What follows belongs to an exercise in optimizing a design on an open flow for small area, a short achievable clock period and few clock cycles; a production flow would make more cautious choices. Function was checked by simulation only, so behaviour that the tests miss may differ from the original.

**flow/design.v**
```verilog
module kcpu_core (
    input  wire        clk,
    input  wire        rst,           
    output reg         mem_req,
    output reg         mem_we,
    output reg  [31:0] mem_addr,
    output reg  [31:0] mem_wdata,
    output reg  [3:0]  mem_wstrb,
    input  wire        mem_gnt,
    input  wire        mem_rvalid,
    input  wire [31:0] mem_rdata,
    output reg         retire,
    output reg  [31:0] retire_pc,
    output reg         fault,
    output reg  [2:0]  fault_code,
    input  wire [3:0]  dbg_idx,
    output wire [31:0] dbg_rdata
);
    localparam [2:0] F_MEM = 3'd1, F_OPC = 3'd2, F_DIV0 = 3'd3, F_IDX = 3'd4;
    localparam [4:0] OP_LOAD = 5'd1, OP_STORE = 5'd2, OP_ADD = 5'd3,
                     OP_SUB = 5'd4, OP_MUL = 5'd5, OP_DIV = 5'd6, OP_OR = 5'd7,
                     OP_AND = 5'd8, OP_XOR = 5'd9, OP_NOT = 5'd10, OP_SHR = 5'd11,
                     OP_SHL = 5'd12, OP_STK = 5'd13, OP_JUMP = 5'd14;
    localparam [2:0] S_RUN  = 3'd0,    
                     S_LD   = 3'd1,    
                     S_ST2  = 3'd2,    
                     S_MUL  = 3'd3,    
                     S_DV1  = 3'd4,    
                     S_DVI  = 3'd5,    
                     S_DVF  = 3'd6,    
                     S_HALT = 3'd7;    
    reg [2:0] st;
    reg [287:0] xr;
    wire [31:0] pc     = xr[287:256];
    wire [31:0] c_val  = xr[95:64];
    wire [31:0] sp_val = xr[223:192];
    reg [31:0] dbg_r;
    integer di;
    always @(*) begin
        dbg_r = 32'd0;
        for (di = 0; di < 9; di = di + 1)
            dbg_r = dbg_r | ({32{dbg_idx == di[3:0]}} & xr[di*32 +: 32]);
    end
    assign dbg_rdata = dbg_r;
    localparam FQN = 3;            
    reg [31:0] fq [0:FQN-1];
    reg [2:0]  fcnt;               
    reg [11:0] fa;                 
    reg [1:0]  tg0, tg1;
    reg [1:0]  qn;                 
    wire [1:0]  off  = pc[1:0];
    wire [10:0] pcw  = pc[12:2];
    reg         irv;
    wire [1:0]  hoff = irv ? off + 2'd2 : off;       
    wire        rsp   = mem_rvalid && (qn != 2'd0);
    wire        rsp_f = rsp && tg0[0];
    wire        rsp_d = rsp && tg0[1];
    wire [31:0] vw1 = (fcnt == 3'd1) ? mem_rdata : fq[1];
    wire [95:0] fw  = {fq[2], vw1, fq[0]};
    reg  [47:0] ains;
    always @(*) begin
        case (hoff)
            2'd0: ains = fw[47:0];
            2'd1: ains = fw[55:8];
            2'd2: ains = fw[63:16];
            default: ains = fw[71:24];
        endcase
    end
    wire avail_q = (hoff == 2'd3) ? (fcnt >= 3'd3) : (fcnt >= 3'd2);
    wire avail   = avail_q || ((hoff != 2'd3) && (fcnt == 3'd1) && rsp_f);
    wire [1:0] kw = hoff[1] ? 2'd2 : 2'd1;    
    wire pc_bad = (pc[31:13] != 19'd0) || (pc[12:0] > 13'd8186);
    wire [4:0]  a_op = ains[4:0];
    wire        a_m  = ains[5];
    wire [1:0]  a_w  = ains[7:6];
    wire [3:0]  a_d  = ains[11:8];
    wire [3:0]  a_s  = ains[15:12];
    wire [31:0] a_imm = ains[47:16];
    wire a_known = (a_op <= OP_JUMP);
    wire a_logic = (a_op >= OP_OR) && (a_op <= OP_SHL);
    wire a_udest = (a_op != 5'd0) && a_known &&
                   !((a_op == OP_NOT) && a_m) && !((a_op == OP_JUMP) && a_m);
    wire a_usrc  = (((a_op == OP_STORE) || (a_op == OP_ADD) || (a_op == OP_SUB)) && !a_m) ||
                   (a_op == OP_MUL) || (a_op == OP_DIV) ||
                   (a_logic && (a_op != OP_NOT) && !a_m);
    wire a_sized = ((a_op == OP_LOAD) || (a_op == OP_STORE) || (a_op == OP_STK)) && a_m;
    reg        a_sf;
    reg [2:0]  a_sc;
    always @(*) begin
        a_sf = 1'b1;
        a_sc = F_OPC;
        if (!a_known)
            a_sc = F_OPC;
        else if ((a_udest && a_d > 4'd8) || (a_usrc && a_s > 4'd8))
            a_sc = F_IDX;
        else if (a_sized && a_w == 2'd3)
            a_sc = F_OPC;
        else
            a_sf = 1'b0;
    end
    wire [2:0] a_n = (a_w == 2'd0) ? 3'd1 : (a_w == 2'd1) ? 3'd2 : 3'd4;
    wire a_immok = (a_imm[31:13] == 19'd0) &&
                   ({1'b0, a_imm[12:0]} + {11'd0, a_n} <= 14'd8192);
    wire a_jimmok = (a_imm[31:13] == 19'd0) && (a_imm[12:0] <= 13'd8186);
    reg [47:0] ir;
    reg        p_ld, p_st, p_add, p_sub, p_mul, p_div, p_logic, p_stk, p_jmp;
    reg        p_shr, p_shl, p_or, p_and, p_xor, p_not;
    reg        p_rd, p_wr, p_simple, p_genwe;
    reg        p_sf;
    reg [2:0]  p_sc;
    reg        p_immok, p_jimmok, p_d2imm;
    reg [8:0]  p_dsel;           
    reg [8:0]  p_ssel;           
    wire        mode   = ir[5];
    wire [1:0]  width  = ir[7:6];
    wire [3:0]  dest   = ir[11:8];
    wire [3:0]  src    = ir[15:12];
    wire [31:0] imm    = ir[47:16];
    reg [31:0] rd_val, rs_val;
    integer ri;
    always @(*) begin
        rd_val = 32'd0;
        rs_val = 32'd0;
        for (ri = 0; ri < 9; ri = ri + 1) begin
            rd_val = rd_val | ({32{p_dsel[ri]}} & xr[ri*32 +: 32]);
            rs_val = rs_val | ({32{p_ssel[ri]}} & xr[ri*32 +: 32]);
        end
    end
    wire is_push = p_stk && mode;
    wire is_pop  = p_stk && !mode;
    wire [31:0] sp_dec = sp_val - 32'd4;
    wire [31:0] opb    = mode ? imm : rs_val;
    wire [2:0]  nbytes = is_pop ? 3'd4 : (width == 2'd0) ? 3'd1 : (width == 2'd1) ? 3'd2 : 3'd4;
    wire [1:0]  doff   = p_stk ? sp_val[1:0] : imm[1:0];
    wire        d2_sp  = mode ? ((width == 2'd0) ? 1'b0 :
                                 (width == 2'd1) ? (sp_val[1:0] == 2'd3) : (sp_val[1:0] != 2'd0))
                              : (sp_val[1:0] != 2'd0);
    wire        d2     = p_stk ? d2_sp : p_d2imm;
    wire [10:0] spw    = sp_val[12:2];
    wire [10:0] immw   = imm[12:2];
    wire [10:0] spw_m1 = spw - 11'd1;
    wire [10:0] spw_p1 = spw + 11'd1;
    wire [10:0] immw_p1 = immw + 11'd1;
    wire [10:0] dw0    = is_push ? spw : is_pop ? spw_m1 : immw;
    wire [10:0] dw1    = is_push ? spw_p1 : is_pop ? spw : immw_p1;
    wire        push_ok = (sp_val[31:13] == 19'd0) &&
                          ({1'b0, sp_val[12:0]} + {11'd0, nbytes} <= 14'd8192);
    wire        pop_ok  = (sp_val[31:2] != 30'd0) && (sp_val <= 32'd8192);
    wire        daddr_ok = is_push ? push_ok : is_pop ? pop_ok : p_immok;
    wire [31:0] jtarget = mode ? imm : rd_val;
    wire        jt_ok   = mode ? p_jimmok :
                          ((rd_val[31:13] == 19'd0) && (rd_val[12:0] <= 13'd8186));
    reg         jtaken;
    always @(*) begin
        case (width)
            2'd0: jtaken = (c_val == 32'd0);
            2'd1: jtaken = !c_val[31];
            2'd2: jtaken = c_val[31];
            default: jtaken = 1'b1;
        endcase
    end
    wire        div0 = p_div && (rs_val == 32'd0);
    wire        memf = ((p_rd || p_wr) && !daddr_ok) || (p_jmp && !jt_ok);
    wire        exec_fault = p_sf || div0 || memf;
    wire [2:0]  exec_code  = p_sf ? p_sc : div0 ? F_DIV0 : F_MEM;
    wire        wr_fault   = p_sf || (!daddr_ok);
    wire        sub     = !p_add;
    reg  [31:0] dr;
    reg  [31:0] dd;
    reg  [31:0] dq;
    reg  [4:0]  dcnt;
    reg         qneg, rneg;
    function [31:0] rev32(input [31:0] v);
        integer k;
        for (k = 0; k < 32; k = k + 1) rev32[k] = v[31 - k];
    endfunction
    wire [5:0]  zr, zd;
    wire [6:0]  dsh = {1'b0, zd} - {1'b0, zr};    
    wire        in_dv1 = (st == S_DV1);
    wire [31:0] sh_in  = in_dv1 ? dd : p_shr ? rev32(rd_val) : rd_val;
    wire [4:0]  sh_amt = in_dv1 ? dsh[4:0] : opb[4:0];
    wire [31:0] sh_out = sh_in << sh_amt;
    wire        sh_big = (opb[31:5] != 27'd0);
    wire [31:0] logic_res =
        ({32{p_or}}  & (rd_val | opb)) |
        ({32{p_and}} & (rd_val & opb)) |
        ({32{p_xor}} & (rd_val ^ opb)) |
        ({32{p_not}} & ~(mode ? imm : rd_val)) |
        ({32{p_shr && !sh_big}} & rev32(sh_out)) |
        ({32{p_shl && !sh_big}} & sh_out);
    reg  [2:0] mcnt;
    function [2:0] topdig(input [31:0] v);
        integer k;
        begin
            topdig = 3'd0;
            for (k = 1; k < 8; k = k + 1)
                if (v[k*4 +: 4] != 4'd0) topdig = k[2:0];
        end
    endfunction
    wire [2:0]  ta = topdig(rd_val);
    wire [2:0]  tb = topdig(rs_val);
    wire        mswap = (ta < tb);
    reg  [3:0]  nib;                           
    wire [2:0]  mnext = mcnt - 3'd1;
    wire [31:0] mplier = mswap ? rd_val : rs_val;
    wire [2:0]  mtopd  = mswap ? ta : tb;
    wire [31:0] pp0  = {dr[27:0], 4'd0};
    wire [31:0] pp1  = nib[0] ? dd : 32'd0;
    wire [31:0] pp2  = nib[1] ? {dd[30:0], 1'b0} : 32'd0;
    wire [31:0] pp3  = nib[2] ? {dd[29:0], 2'b0} : 32'd0;
    wire [31:0] pp4  = nib[3] ? {dd[28:0], 3'b0} : 32'd0;
    wire [31:0] s1 = pp0 ^ pp1 ^ pp2;
    wire [31:0] c1 = {((pp0 & pp1) | (pp0 & pp2) | (pp1 & pp2)), 1'b0};
    wire [31:0] s2 = pp3 ^ pp4 ^ s1;
    wire [31:0] c2 = {((pp3 & pp4) | (pp3 & s1) | (pp4 & s1)), 1'b0};
    wire [31:0] s3 = c1 ^ s2 ^ c2;
    wire [31:0] c3 = {((c1 & s2) | (c1 & c2) | (s2 & c2)), 1'b0};
    function [5:0] clz32(input [31:0] v);
        reg z16, z8, z4, z2, z1;
        reg [15:0] v16;
        reg [7:0]  v8;
        reg [3:0]  v4;
        reg [1:0]  v2;
        begin
            z16 = (v[31:16] == 16'd0);
            v16 = z16 ? v[15:0] : v[31:16];
            z8  = (v16[15:8] == 8'd0);
            v8  = z8 ? v16[7:0] : v16[15:8];
            z4  = (v8[7:4] == 4'd0);
            v4  = z4 ? v8[3:0] : v8[7:4];
            z2  = (v4[3:2] == 2'd0);
            v2  = z2 ? v4[1:0] : v4[3:2];
            z1  = !v2[1];
            clz32 = (v == 32'd0) ? 6'd32 : {1'b0, z16, z8, z4, z2, z1};
        end
    endfunction
    assign zr = clz32(dr);
    assign zd = clz32(dd);
    wire        in_dvf = (st == S_DVF);
    wire [31:0] ng2_in = in_dvf ? dq : rs_val;
    wire        ng2_en = in_dvf ? qneg : (mode && rs_val[31]);
    wire [31:0] ng2    = ng2_en ? (32'd0 - ng2_in) : ng2_in;
    wire        nneg = mode && rd_val[31];
    reg  [31:0] add_a, add_b;
    reg         add_c;
    always @(*) begin
        case (st)
            S_MUL: begin add_a = s3; add_b = c3; add_c = 1'b0; end
            S_DV1, S_DVI: begin add_a = dr; add_b = ~dd; add_c = 1'b1; end
            S_DVF: begin add_a = dr ^ {32{rneg}}; add_b = 32'd0; add_c = rneg; end
            default: begin
                if (p_div) begin
                    add_a = rd_val ^ {32{nneg}}; add_b = 32'd0; add_c = nneg;
                end else begin
                    add_a = rd_val; add_b = opb ^ {32{sub}}; add_c = sub;
                end
            end
        endcase
    end
    wire [32:0] add_s  = {1'b0, add_a} + {1'b0, add_b} + {32'd0, add_c};
    wire [31:0] addsub = add_s[31:0];
    wire [31:0] mprod  = add_s[31:0];
    wire        dbit   = add_s[32];
    reg  [1:0] li;           
    reg        lr;           
    wire [31:0] ld_lo = d2 ? dd : mem_rdata;
    wire [63:0] ld_sh = {mem_rdata, ld_lo} >> {doff, 3'b000};
    wire [31:0] ld_data = (nbytes == 3'd1) ? {24'd0, ld_sh[7:0]} :
                          (nbytes == 3'd2) ? {16'd0, ld_sh[15:0]} : ld_sh[31:0];
    wire [63:0] st_lane = {32'd0, rd_val} << {doff, 3'b000};
    wire [3:0]  st_mask = (nbytes == 3'd1) ? 4'b0001 : (nbytes == 3'd2) ? 4'b0011 : 4'b1111;
    wire [7:0]  st_strb = {4'd0, st_mask} << doff;
    wire [10:0] sdiff   = dw0 - pcw;
    wire        st_hit  = (sdiff[10:3] == 8'd0) || (sdiff == 11'h7FF);
    wire run   = (st == S_RUN);
    wire go    = run && !pc_bad && irv;
    wire exok  = go && !exec_fault;
    wire qfree = (qn != 2'd2);
    wire ex_rd0  = go && p_rd && qfree;
    wire ex_rd1  = (st == S_LD) && d2 && (li == 2'd1) && qfree;
    wire ex_wr0  = go && p_wr && !wr_fault;
    wire ex_wr1  = (st == S_ST2);
    wire ex_jmp  = go && p_jmp && jtaken && qfree;
    wire ex_bus  = ex_rd0 || ex_rd1 || ex_wr0 || ex_wr1 || ex_jmp;
    wire ld_last = rsp_d && (!d2 || lr);
    reg  done;
    always @(*) begin
        case (st)
            S_RUN:  done = exok && (p_simple || (p_wr && !d2 && mem_gnt));
            S_LD:   done = ld_last;
            S_ST2:  done = mem_gnt;
            S_MUL:  done = (mcnt == 3'd0);
            S_DV1:  done = dsh[6];             
            S_DVF:  done = 1'b1;
            default: done = 1'b0;
        endcase
    end
    reg [31:0] gen_data;
    always @(*) begin
        if (p_ld && !mode)        gen_data = imm;
        else if (p_ld || is_pop)  gen_data = ld_data;
        else if (p_st)            gen_data = rs_val;
        else                      gen_data = addsub;
    end
    wire [31:0] e_data = in_dv1 ? rd_val : add_s[31:0];
    wire [31:0] f_data = in_dv1 ? 32'd0 : ng2;
    wire        jmp_tk = p_jmp && jtaken;
    wire        ip_gen = p_genwe && p_dsel[8];
    wire [31:0] npc    = pc + 32'd6;
    wire        flush  = done && (jmp_tk || ip_gen || (p_wr && st_hit));
    wire [31:0] newpc  = jmp_tk ? jtarget : ip_gen ? gen_data : npc;
    wire        ld_ir = avail && (!irv || done) && !flush;
    wire        cons_early = avail_q && (!irv || (run && p_simple && !jmp_tk));
    wire [1:0]  nfv = {1'b0, tg0[0] && (qn != 2'd0)} + {1'b0, tg1[0] && (qn == 2'd2)};
    wire [3:0]  fill = {1'b0, fcnt} + {2'b0, nfv};
    wire        space = cons_early ? (fill < FQN + {2'b0, kw}) : (fill < FQN);
    wire        f_req = (st != S_HALT) && !fa[11] && qfree && space &&
                        !(sel_jmp || sel_d0 || sel_d1);
    wire sel_jmp = run && irv && p_jmp && jtaken;
    wire sel_d0  = run && irv && (p_rd || p_wr);
    wire sel_d1  = ((st == S_LD) && d2 && (li == 2'd1)) || (st == S_ST2);
    always @(*) begin
        mem_req   = ex_bus || f_req;
        mem_we    = ex_wr0 || ex_wr1;
        mem_wdata = ex_wr1 ? st_lane[63:32] : st_lane[31:0];
        mem_wstrb = ex_wr1 ? st_strb[7:4] : st_strb[3:0];
        mem_addr  = {19'd0,
                     ({11{sel_jmp}} & jtarget[12:2]) |
                     ({11{sel_d0}} & dw0) |
                     ({11{sel_d1}} & dw1) |
                     ({11{!(sel_jmp || sel_d0 || sel_d1)}} & fa[10:0]),
                     2'b00};
    end
    wire acc   = mem_req && mem_gnt;
    wire push  = acc && !mem_we;
    wire [1:0] push_tag = (ex_rd0 || ex_rd1) ? 2'b10 : {1'b0, !(flush && !ex_jmp)};
    integer i;
    always @(posedge clk) begin
        if (rst) begin
            st     <= S_RUN;
            xr     <= 288'd0;
            fault  <= 1'b0;
            retire <= 1'b0;
            fcnt   <= 3'd0;
            irv    <= 1'b0;
            fa     <= 12'd0;
            qn     <= 2'd0;
        end else begin
            retire <= done;
            if (done) retire_pc <= pc;
            begin : tags
                reg [1:0] t0, t1;
                reg [1:0] n;
                t0 = tg0; t1 = tg1; n = qn;
                if (flush) begin t0[0] = 1'b0; t1[0] = 1'b0; end
                if (rsp) begin t0 = t1; n = n - 2'd1; end
                if (push) begin
                    if (n == 2'd0) t0 = push_tag; else t1 = push_tag;
                    n = n + 2'd1;
                end
                tg0 <= t0; tg1 <= t1; qn <= n;
            end
            if (flush) begin
                fcnt <= 3'd0;
                irv  <= 1'b0;
                fa   <= {1'b0, newpc[12:2]} + {11'd0, push && ex_jmp};
            end else begin : fq_upd
                reg [2:0] k;
                integer j;
                k = ld_ir ? {1'b0, kw} : 3'd0;
                if (ld_ir) irv <= 1'b1; else if (done) irv <= 1'b0;
                for (j = 0; j < FQN; j = j + 1) begin
                    if (rsp_f && fcnt + 3'd0 == j + k) fq[j] <= mem_rdata;
                    else if (k == 3'd1 && j + 1 < FQN) fq[j] <= fq[j+1];
                    else if (k == 3'd2 && j + 2 < FQN) fq[j] <= fq[j+2];
                end
                fcnt <= fcnt + {2'b0, rsp_f && (fcnt < FQN + k)} - k;
                fa   <= fa + {11'd0, push && !ex_bus};
            end
            if (ld_ir) begin
                ir       <= ains;
                p_ld     <= (a_op == OP_LOAD);
                p_st     <= (a_op == OP_STORE);
                p_add    <= (a_op == OP_ADD);
                p_sub    <= (a_op == OP_SUB);
                p_mul    <= (a_op == OP_MUL);
                p_div    <= (a_op == OP_DIV);
                p_logic  <= a_logic;
                p_or     <= (a_op == OP_OR);
                p_and    <= (a_op == OP_AND);
                p_xor    <= (a_op == OP_XOR);
                p_not    <= (a_op == OP_NOT);
                p_shr    <= (a_op == OP_SHR);
                p_shl    <= (a_op == OP_SHL);
                p_stk    <= (a_op == OP_STK);
                p_jmp    <= (a_op == OP_JUMP);
                p_rd     <= ((a_op == OP_LOAD) && a_m) || ((a_op == OP_STK) && !a_m);
                p_wr     <= ((a_op == OP_STORE) && a_m) || ((a_op == OP_STK) && a_m);
                p_simple <= !(((a_op == OP_LOAD) && a_m) || (a_op == OP_STK) ||
                              ((a_op == OP_STORE) && a_m) ||
                              (a_op == OP_MUL) || (a_op == OP_DIV));
                p_genwe  <= (a_op == OP_LOAD) || ((a_op == OP_STORE) && !a_m) ||
                            (a_op == OP_ADD) || (a_op == OP_SUB) ||
                            ((a_op == OP_STK) && !a_m);
                p_sf     <= a_sf;
                p_sc     <= a_sc;
                p_immok  <= a_immok;
                p_jimmok <= a_jimmok;
                p_d2imm  <= ({1'b0, a_imm[1:0]} + a_n) > 3'd4;
                for (i = 0; i < 9; i = i + 1)
                    p_dsel[i] <= (a_d == i[3:0]);
                for (i = 0; i < 9; i = i + 1)
                    p_ssel[i] <= (a_s == i[3:0]);
            end
            case (st)
                S_RUN: begin
                    if (pc_bad) begin
                        fault <= 1'b1; fault_code <= F_MEM; st <= S_HALT;
                    end else if (irv) begin
                        if (exec_fault) begin
                            fault <= 1'b1; fault_code <= exec_code; st <= S_HALT;
                        end else if (p_rd) begin
                            if (push) begin li <= 2'd1; lr <= 1'b0; st <= S_LD; end
                        end else if (p_wr) begin
                            if (mem_gnt && d2) st <= S_ST2;
                        end else if (p_mul) begin
                            dr   <= 32'd0;
                            dd   <= mswap ? rs_val : rd_val;
                            dq   <= mswap ? rd_val : rs_val;
                            mcnt <= mtopd;
                            nib  <= mplier[{mtopd, 2'b00} +: 4];
                            st   <= S_MUL;
                        end else if (p_div) begin
                            dr <= add_s[31:0]; dd <= ng2;
                            rneg <= mode && rd_val[31];
                            qneg <= mode && (rd_val[31] ^ rs_val[31]);
                            st <= S_DV1;
                        end
                    end
                end
                S_LD: begin
                    if (ex_rd1 && mem_gnt) li <= 2'd2;
                    if (rsp_d) begin
                        lr <= 1'b1;
                        dd <= mem_rdata;
                        if (ld_last) st <= S_RUN;
                    end
                end
                S_ST2: if (mem_gnt) st <= S_RUN;
                S_MUL: begin
                    dr <= mprod; mcnt <= mnext;
                    nib <= dq[{mnext, 2'b00} +: 4];
                    if (mcnt == 3'd0) st <= S_RUN;
                end
                S_DV1: begin
                    if (dsh == 7'd0) begin
                        if (dbit) dr <= add_s[31:0];
                        dq <= {31'd0, dbit};
                        st <= S_DVF;
                    end else begin
                        dd <= sh_out; dq <= 32'd0; dcnt <= dsh[4:0];
                        st <= dsh[6] ? S_RUN : S_DVI;
                    end
                end
                S_DVI: begin
                    if (dbit) dr <= add_s[31:0];
                    dq <= {dq[30:0], dbit};
                    dd <= {1'b0, dd[31:1]};
                    dcnt <= dcnt - 5'd1;
                    if (dcnt == 5'd0) st <= S_DVF;
                end
                S_DVF: st <= S_RUN;
                default: ;
            endcase
            if (done) begin
                if (p_stk)             xr[223:192] <= sp_dec;
                if (p_logic)           xr[95:64]   <= logic_res;
                if (p_mul || p_div)    xr[159:128] <= e_data;
                if (p_div)             xr[191:160] <= f_data;
                xr[287:256] <= newpc;
                if (p_genwe)
                    for (i = 0; i < 9; i = i + 1)
                        if (p_dsel[i]) xr[i*32 +: 32] <= gen_data;
            end
        end
    end
endmodule
```
**flow/run.sh**
```bash
#!/bin/bash
# synth_recipe.tcl (not shown) runs the flow's synth.tcl, then flattens the netlist and writes it again
# the make line also repeats each setting of config.mk as NAME=value (left out here)
make -C /OpenROAD-flow-scripts/flow DESIGN_CONFIG=/design/flow/config.mk WORK_HOME=/design/flow/orfs CLKGATE_MAP_FILE= SYNTH_SCRIPT=/design/flow/synth_recipe.tcl finish
```
**flow/config.mk**
```make
export PLATFORM = sky130hd
export DESIGN_NAME = kcpu_core
export DESIGN_NICKNAME = kcpu_core
export VERILOG_FILES = /design/flow/design.v
export SDC_FILE = /design/flow/constraint.sdc
export NUM_CORES = 4
export LEC_CHECK = 0
export CAP_MARGIN = 40
export CORE_MARGIN = 2
export CORE_UTILIZATION = 30
export PLACE_DENSITY = 0.5
export SETUP_SLACK_MARGIN = 5
export SLEW_MARGIN = 40
```
**flow/constraint.sdc**
```tcl
create_clock -name core_clock -period 14.0 [get_ports {clk}]
set_input_delay 2.8000 -clock core_clock [delete_from_list [all_inputs] [get_ports {clk}]]
set_output_delay 2.8000 -clock core_clock [all_outputs]
set_load 0.01 [all_outputs]
```
==> qor.yml <==
setup_slack_ps: 5189
postRouteWirelength_um: 421800
outcome: "complete, no violations"
num_rows: 159
synth-edff-count: 325
finalNetCount: 7475
critical_path_arrival_ps: 6010
final_antenna_net_count: 0
cts.clk_slew.worst_paths_ps: 60
holdWs_ps: 434.6
final_cell_mix: "832 x sky130_fd_sc_hd__nand2_1, 712 x sky130_fd_sc_hd__nor2_1, 491 x sky130_fd_sc_hd__a21oi_1, 401 x sky130_fd_sc_hd__buf_4, 393 x sky130_fd_sc_hd__o21ai_0"
global_route_wire_length_before_repair_um: 557300
asyncSetResetFlopFracSynth_pct: 0
avgViaCountPerCell: 6.869
cp_slowest_stage_delay_ps: 570
placed_cells: 9594
drt_iter0_drc: 12940
cap_violations: 0
max_slew.worst_pin.slew_ps: 1051
finalCritPeriodShare_pct: 62.94
worst_slew_margin_rel_pct: 29.42
dp_worst_setup_slack_ps: 3896
crit_slowest_cell: "sky130_fd_sc_hd__clkdlybuf4s50_1"
port_buffers: 157
proportion_of_layout_cells_with_a_drive_suffix_above_1_pct: 12.57
final.setup_skew_ps: 30.00
htreeDepth: 3
fp.coreArea_sq_um: 187400
cts_tree: "done"
timing.critical_path.from_type: "flop"
final-setup-viol-count: 0
global_route.overflow_total: 0
rsz0062_at_grt: "false"
synthDistinctLibCells: 102
final_period_minus_worst_setup_slack_ps: 8811
cts-hold-fix-buffers: 0
numClockSinks: 636
instances_no_fill: 9800
critPathMaxFanout: 42
netlist_area_sq_um: 56520
hold_viol: 0
overall_global_routing_resource_usage_pct: 42.32
firstDrtPassIters: 10
start_util_pct: 30.16
crit_path_end_kind: "output port"
fmax_ghz: 0.1135
tns_ps: 0
synth_sequential_area_ratio_pct: 28.28
min-delay-path-class: "reg -> reg"
clock_path_buffers: 3
synth_top_flop_cell: "sky130_fd_sc_hd__edfxtp_1"
grt_max_degree: 118
place_area_sq_um: 62320
drc_violation_count_after_routing: 0
final_design_area_no_fill_sq_um: 65650
layout.filler_cells: 19700
synthesis.yosys.warnings: 2
final_common_cell: "sky130_fd_sc_hd__nand2_1"
wp_data_required_ps: 11200
chipHeight_um: 438.1
series_of_cell_instances_along_the_critical_path: "buf_4, nor2b_1, nor2_2, inv_1, nor2_1, ha_1, inv_1, fa_1, nor2b_1, o21ai_0, nor3_1, mux2i_1, o41a_1, a21oi_1, or3_1, clkdlybuf4s50_1"
tritoncts.num_buffers: 83
antenna_found_initial: 60
worstSetupPathType: "reg -> out"
postSynthCellCount: 7210
clock_latency_of_the_later_clocked_register_in_the_worst_skew_pair_ps: 750
wire_per_inst_um: 43.04
cts_root_buf: "sky130_fd_sc_hd__clkbuf_16"
synth.ff_latch_count: 636
place_hpwl_um: 310700
final_max_slew_violation_count: 0
avgSynthCellArea_sq_um: 7.840
area_delta_synth_final_pct: 16.15
gp_routability_congestion: 1.070
die_w_um: 438.1
first_global_vias: 60510
dr_total_vias: 67320
total_die_area_sq_um: 191900
num_io_pins: 179
-- state kept, by name, summed over array words and instances, names as in the netlist, 2 cells and up --
register,count
dd,32
p_ssel,9
dr,32
xr,288
fq,96
tg1,2
p_dsel,9
retire_pc,32
mcnt,3
nib,4
ir,35
p_sc,2
fa,12
dq,32
st,3
li,2
dcnt,5
fcnt,3
qn,2
fault_code,3
tg0,2
-- path summary, 6_finish.rpt --
check,startpoint,end,slack (ps),cells after the start
min,xr[274],retire_pc[18],430,0
max,ir[5],mem_req,5190,16
min reg2reg,xr[274],retire_pc[18],430,0
max reg2reg,p_dsel[3],fcnt[2],5210,28
-- critical path, delay by kind of cell, from the launching register on --
family / cells / cell delay [ps]
fa+ha+maj: 2 / 660
simple gates: 6 / 1770
buf+inv: 4 / 1480
flops: 1 / 360
compound gates: 3 / 900
mux: 1 / 110
-- cell families (layout without fill, tap and decap cells) --
group / after synthesis / count (layout) / share of synthesized area [%]
other: 1 / 64 / 0.006634
XOR/XNOR: 224 / 224 / 3.471
AO/OA/AOI/OAI: 2310 / 2310 / 27.76
multiplexers: 375 / 375 / 7.101
adder cells (fa/ha/maj): 239 / 239 / 6.499
buffers and inverters: 921 / 953 / 6.625
AND/OR/NAND/NOR: 2504 / 2504 / 20.25
flip-flops: 636 / 636 / 28.28
-- layout make-up --
type                       instances  area, sq um  area share, %
antenna                           43        107.6         0.1639
multi-input combinational       5673        37840          57.64
clock buffer                     108         2271          3.459
sequential                       636        15990          24.36
timing repair buffer             573         4816          7.335
clock inverter                    43        641.9         0.9777
tap                             2495         3122          4.755
inverter                         229        859.6          1.309
-- routing by layer --
layer  wire length [um]  vias up  GRT usage [%]
li1                   -    26760              -
met1             154900    33000          51.84
met2             166500     5918          58.73
met3              59810     1605          17.21
met4              40490       32          32.22
met5                200        -        0.09926
-- stage by stage --
stage / util [%]
after floorplan: -
after global placement: 33.02
after detailed placement: 33.26
after CTS: 34.83
after global routing: 34.98
final: 35.03
-- cells in the mapped netlist (all sizes together) (67+ instances only) --
library cell  number  share of area, %
nor2             757               5.1
buf              176               1.7
o22ai             78              0.87
o21ai            447               4.0
and2             109               1.2
nand3            237               2.1
clkbuf           516               3.4
mux2             118               2.4
a22o              70               1.1
ha               148               3.3
a21oi            504               4.5
fa                91               3.2
a211oi           249               3.3
dfxtp            311                11
xnor2            134               2.1
a22oi            235               3.1
a222oi            99               1.8
nor4              70              0.86
mux2i            248               4.4
nand2            840               5.6
nor3             173               1.6
a31oi             76              0.84
o211ai           119               1.6
nand2b            67              0.74
edfxtp           325                17
inv              221               1.5
xor2              90               1.4
-- what timing repair did --
action | CTS | global route
endpoints found under the hold margin | 0 | 0
pin swaps | 0 | 1
setup buffers | 1 | 9
setup endpoints to repair | 169 | 94
resized for setup | 8 | 9
Testbench counts, summed over its fixed seeds: cycles 34,893.

-- re-timing with driven ports --
The flow's constraints put no driver on any port. The routed layout listed below was extracted and timed again, unchanged, in two steps.
Step 1 (the two cells are an assumption about what drives the block):
set clk [get_ports {clk}]
set_driving_cell -lib_cell sky130_fd_sc_hd__clkbuf_16 $clk
set_driving_cell -lib_cell sky130_fd_sc_hd__buf_2 [delete_from_list [all_inputs] $clk]
Step 2 adds t to the input delays and takes it off the output delays; t is the mean of the earliest and latest rising clock arrival at the registers after step 1. Input paths then give back, and output paths get back, about the clock's delay inside the block.
Three values: ideal ports, drivers, drivers and shift; two values: the first two.
t, ns: 0.833
slack for setup (ns): 5.189 / 5.093 / 5.213
worst hold slack (ns): 0.435 / 0.435 / 0.435
worst setup path after step 2: register to register
After both steps this run still meets setup and hold. For this run, drivers alone change the setup slack by -0.096 ns; drivers and shift together by +0.024 ns.
